Context: an optimization exercise on an open-source flow, tuned for small area, a short achievable clock period and few clock cycles per item. The choices shown serve that exercise and are no tape-out recipe. RTL that was checked went through simulation tests only; none was proved equivalent to the original. Power and IR drop assume default switching activity.

== JK ==
## ate1_pixel_unit
module ate1_pixel_unit (
    input  wire        clk,
    input  wire        rst,         
    input  wire        in_valid,
    output wire        in_ready,
    input  wire [3:0]  in_op,
    input  wire [63:0] in_d,
    input  wire [63:0] in_s,
    input  wire [16:0] in_t,
    output reg         out_valid,
    input  wire        out_ready,
    output reg  [63:0] out_p
);
    localparam OP_ADD      = 4'd0;
    localparam OP_SUB      = 4'd1;
    localparam OP_MULC     = 4'd2;
    localparam OP_MIN      = 4'd3;
    localparam OP_MAX      = 4'd4;
    localparam OP_SETALPHA = 4'd5;
    localparam OP_PREALPHA = 4'd6;
    localparam OP_OVER     = 4'd7;
    localparam OP_MULTIPLY = 4'd8;
    localparam OP_SCREEN   = 4'd9;
    localparam OP_DARKEN   = 4'd10;
    localparam OP_LIGHTEN  = 4'd11;
    localparam OP_LERP     = 4'd12;
    localparam OP_INIT32   = 4'd13;
    localparam OP_TLERP    = 4'd14;
    localparam OP_TSEL     = 4'd15;
    localparam CW = 28;
    localparam A_ONES = 0, A_DC = 1, A_NDC = 2, A_DA = 3, A_NDA = 4, A_S17 = 5,
               A_BYTE = 6, A_K = 7;                                   
    localparam B_SC = 8, B_SR = 9, B_SA = 10, B_NSA = 11, B_K = 12, B_NK = 13,
               B_AA = 14;                                
    localparam D_DC = 16, D_SC = 17, D_DCSC = 18, D_DA = 19, D_MIN = 20,
               D_MAX = 21, D_DCK = 15;                                
  ...
Size in the first run: roughly 6800 cells after synthesis, ~760 flip-flops, roughly 72000 sq um of cells after synthesis.
==> flow/config.mk <==
export PLATFORM = sky130hd
export DESIGN_NAME = ate1_pixel_unit
export DESIGN_NICKNAME = ate1_pixel_unit
export VERILOG_FILES = /design/flow/design.v
export SDC_FILE = /design/flow/constraint.sdc
export NUM_CORES = 8
export LEC_CHECK = 0
export CAP_MARGIN = 20
export CORE_MARGIN = 2
export CORE_UTILIZATION = 45
export CTS_CLUSTER_DIAMETER = 200
export CTS_CLUSTER_SIZE = 20
export SLEW_MARGIN = 20
export SYNTH_HIERARCHICAL = 1
==> flow/constraint.sdc <==
create_clock -name core_clock -period 16.0 [get_ports {clk}]
set_input_delay 3.2000 -clock core_clock [delete_from_list [all_inputs] [get_ports {clk}]]
set_output_delay 3.2000 -clock core_clock [all_outputs]
set_load 0.01 [all_outputs]
standard.sh (not shown) runs the stock make flow with config.mk's settings and CLKGATE_MAP_FILE= SYNTH_SCRIPT=/design/flow/synth_recipe.tcl, a recipe that flattens the netlist after the stock synthesis.
==> flow/flow/run.sh <==
#!/bin/bash
# Standard layout (bash standard.sh) with two changes to how it is made:
# - timing repair aims to leave flow/setup_margin ns of setup slack, so it
#   works towards a shorter period than the 16 ns clock (the SDC is unchanged);
# - the port buffers that buffer_ports inserts are buf_1 cells.
# The make output goes to flow_make.log; ORFS's own logs are under orfs/logs.
set -euo pipefail
export SETUP_SLACK_MARGIN=$(cat flow/setup_margin)
export BUFFER_PORTS_ARGS="-buffer_cell sky130_fd_sc_hd__buf_1"
bash standard.sh > flow_make.log 2>&1
==> flow/flow/setup_margin <==
10.9
JK: no failed stages, no open violations at the end
Input changes introduced in MS (baseline for comparison: JK):
==> flow/flow/setup_margin <==
11.0
Findings:
Taking JK as the reference, in MS power share of the sequential group shows a reduction of 0.8 points; worst max-slew margin expressed relative to the limit saw an increase; global-route usage picked up an extra 0.23 points; sequential share of cell area lower; clock skew has increased.
Per the comparison of MS with JK, final core area utilization climbed 1.7 points, critical path depth went down by 8.0%, power share of the clock group fell by 0.3 points.
Going from JK to MS, maximum frequency saw an increase; post-synthesis to final-layout area growth saw an increase.
Compared with JK, MS shows a higher combinational group share of total power.
Relative to MS, the following input files were edited for AL:
==> flow/flow/setup_margin <==
10.8
Diff MS -> AL | diode insertion count for antenna repair | decrease of 1
Taking MS as the reference point, the fraction of area in multi-input gates of AL rises by 1.1 points.
NOTE maximum clock frequency MS->AL increased slightly
Sequential share of power (higher): AL
When AL is measured against MS, its met1 usage in global routing turns out 1.1 points higher.
Between AL and MS, it is AL whose sum of buffers and inverters on the critical path is lower, by 5.
AL vs. MS: via density per instance went up 0.93%, total non-filler cell area in the finished layout went down 4100 sq um, total power went down 650 uW, non-filler instance count after layout went down 2.2%.
No functional check of the RTL was part of any run of this note.

========
ate1_pixel_unit, a different RTL version from the one above (not shown whole).
Size in the first run: roughly 770 flip-flops, about 220 I/O pins, ~0.073 mm² of cells after synthesis.
Settings: LEC_CHECK=0, CAP_MARGIN=20, CORE_MARGIN=2, CORE_UTILIZATION=55, CTS_CLUSTER_DIAMETER=200, CTS_CLUSTER_SIZE=20, SLEW_MARGIN=20, SYNTH_HIERARCHICAL=1; clock period 16.0 ns.
==> flow/flow/setup_margin <==
10.7
Scripts as last shown in full above: flow/flow/run.sh
The first run passed the timing, design-rule and antenna checks.
Testbench counts at the start, summed over its fixed seeds: cycles 42,153, items 32,000.
Rerun with:
==> flow/flow/run.sh (replaced) <==
#!/bin/bash
# Standard layout (bash standard.sh) with two changes to how it is made:
# - timing repair aims to leave flow/setup_margin ns of setup slack, so it
#   works towards a shorter period than the 16 ns clock (the SDC is unchanged);
# - the port buffers that buffer_ports inserts are buf_2 cells.
# The make output goes to flow_make.log; ORFS's own logs are under orfs/logs.
set -euo pipefail
export SETUP_SLACK_MARGIN=$(cat flow/setup_margin)
export BUFFER_PORTS_ARGS="-buffer_cell sky130_fd_sc_hd__buf_2"
bash standard.sh > flow_make.log 2>&1
==> flow/flow/setup_margin (replaced) <==
10.5
- CORE_UTILIZATION: 55 -> 35
- PLACE_DENSITY: default -> 0.75
Outcome: The changed run finished with timing, DRC and antenna clean. Die area increases by 56%. Area after synthesis stays the same. Worst setup slack got worse by 0.27 ns. Critical path depth came out lower by 2. Maximum frequency decreases by 5.0%. Cell count is higher by 9.9%. Sequential power is about the same. Wire length grows by 2.9%. Synthesized cell count stays the same. Design area increases by 0.74%. Power falls by 1.7%.
Rerun with:
==> flow/flow/run.sh (replaced) <==
#!/bin/bash
# Standard layout (bash standard.sh) with two changes to how it is made:
# - timing repair aims to leave flow/setup_margin ns of setup slack, so it
#   works towards a shorter period than the 16 ns clock (the SDC is unchanged);
# - the port buffers that buffer_ports inserts are buf_1 cells.
# The make output goes to flow_make.log; ORFS's own logs are under orfs/logs.
set -euo pipefail
export SETUP_SLACK_MARGIN=$(cat flow/setup_margin)
export SKIP_CTS_REPAIR_TIMING=1
export BUFFER_PORTS_ARGS="-buffer_cell sky130_fd_sc_hd__buf_1"
bash standard.sh > flow_make.log 2>&1
==> flow/flow/setup_margin (replaced) <==
10.8
- CORE_UTILIZATION: 35 -> 45
- GPL_ROUTABILITY_DRIVEN: default -> 0
- PLACE_DENSITY: 0.75 -> default
Outcome: The changed run completed with no timing, DRC or antenna violations. Routed wire length goes down by 1.2%. Worst hold slack is about the same. Setup slack gets better by 0.25 ns.
Rerun with:
--- a/flow/flow/run.sh
+++ b/flow/flow/run.sh
@@ -8,3 +8,2 @@
 export SETUP_SLACK_MARGIN=$(cat flow/setup_margin)
-export SKIP_CTS_REPAIR_TIMING=1
 export BUFFER_PORTS_ARGS="-buffer_cell sky130_fd_sc_hd__buf_1"
==> flow/flow/setup_margin (replaced) <==
11.0
- TNS_END_PERCENT: default -> 50
Design area increases by 3.9%.
Via count increases by 3.3%.
Total power increases by 3.4%.
Combinational power increases by about 5%.
Clock-buffer cell count decreases by 2.
Critical path depth increases by 1.
Sequential power hardly moves.
Cell count increases by 2.8%.
Wire length increases by 6.3%.

[port drivers added, routing unchanged]
The results above use ideal ports. As a check the final layouts listed here were re-extracted and re-timed, cells and wires unchanged. Step 1 (the two cells are an assumption about what drives the block):
set clk [get_ports {clk}]
set_driving_cell -lib_cell sky130_fd_sc_hd__clkbuf_16 $clk
set_driving_cell -lib_cell sky130_fd_sc_hd__buf_2 [delete_from_list [all_inputs] $clk]
Step 2 times the ports against the registers' clock, not the clock port: input delays grow and output delays shrink by t, the midpoint of the rising clock arrivals with the driver on. Three values: no drivers, after step 1, after step 2; two values: the first two.
run | shift t [ns] | setup slack, ns | worst register clock-pin slew, ns
JK | 0.764 | 10.752 / 10.752 / 10.227 | 0.12 / 0.12
MS | 0.762 | 10.803 / 10.803 / 10.214 | 0.11 / 0.11
AL | 0.748 | 10.825 / 10.825 / 10.152 | 0.12 / 0.12
the first run of note 2 | 0.743 | 10.799 / 10.737 / 9.994 | 0.11 / 0.11
the second run of note 2 | 0.750 | 10.527 / 10.527 / 9.914 | 0.12 / 0.12
the third run of note 2 | 0.751 | 10.772 / 10.772 / 10.113 | 0.11 / 0.11
the fourth run of note 2 | 0.752 | 10.771 / 10.771 / 10.133 | 0.11 / 0.11
After both steps every run listed still meets setup and hold. The setup slack of the first run of note 2, which loses most, moves by -0.062 ns with the drivers and by -0.805 ns with both steps.
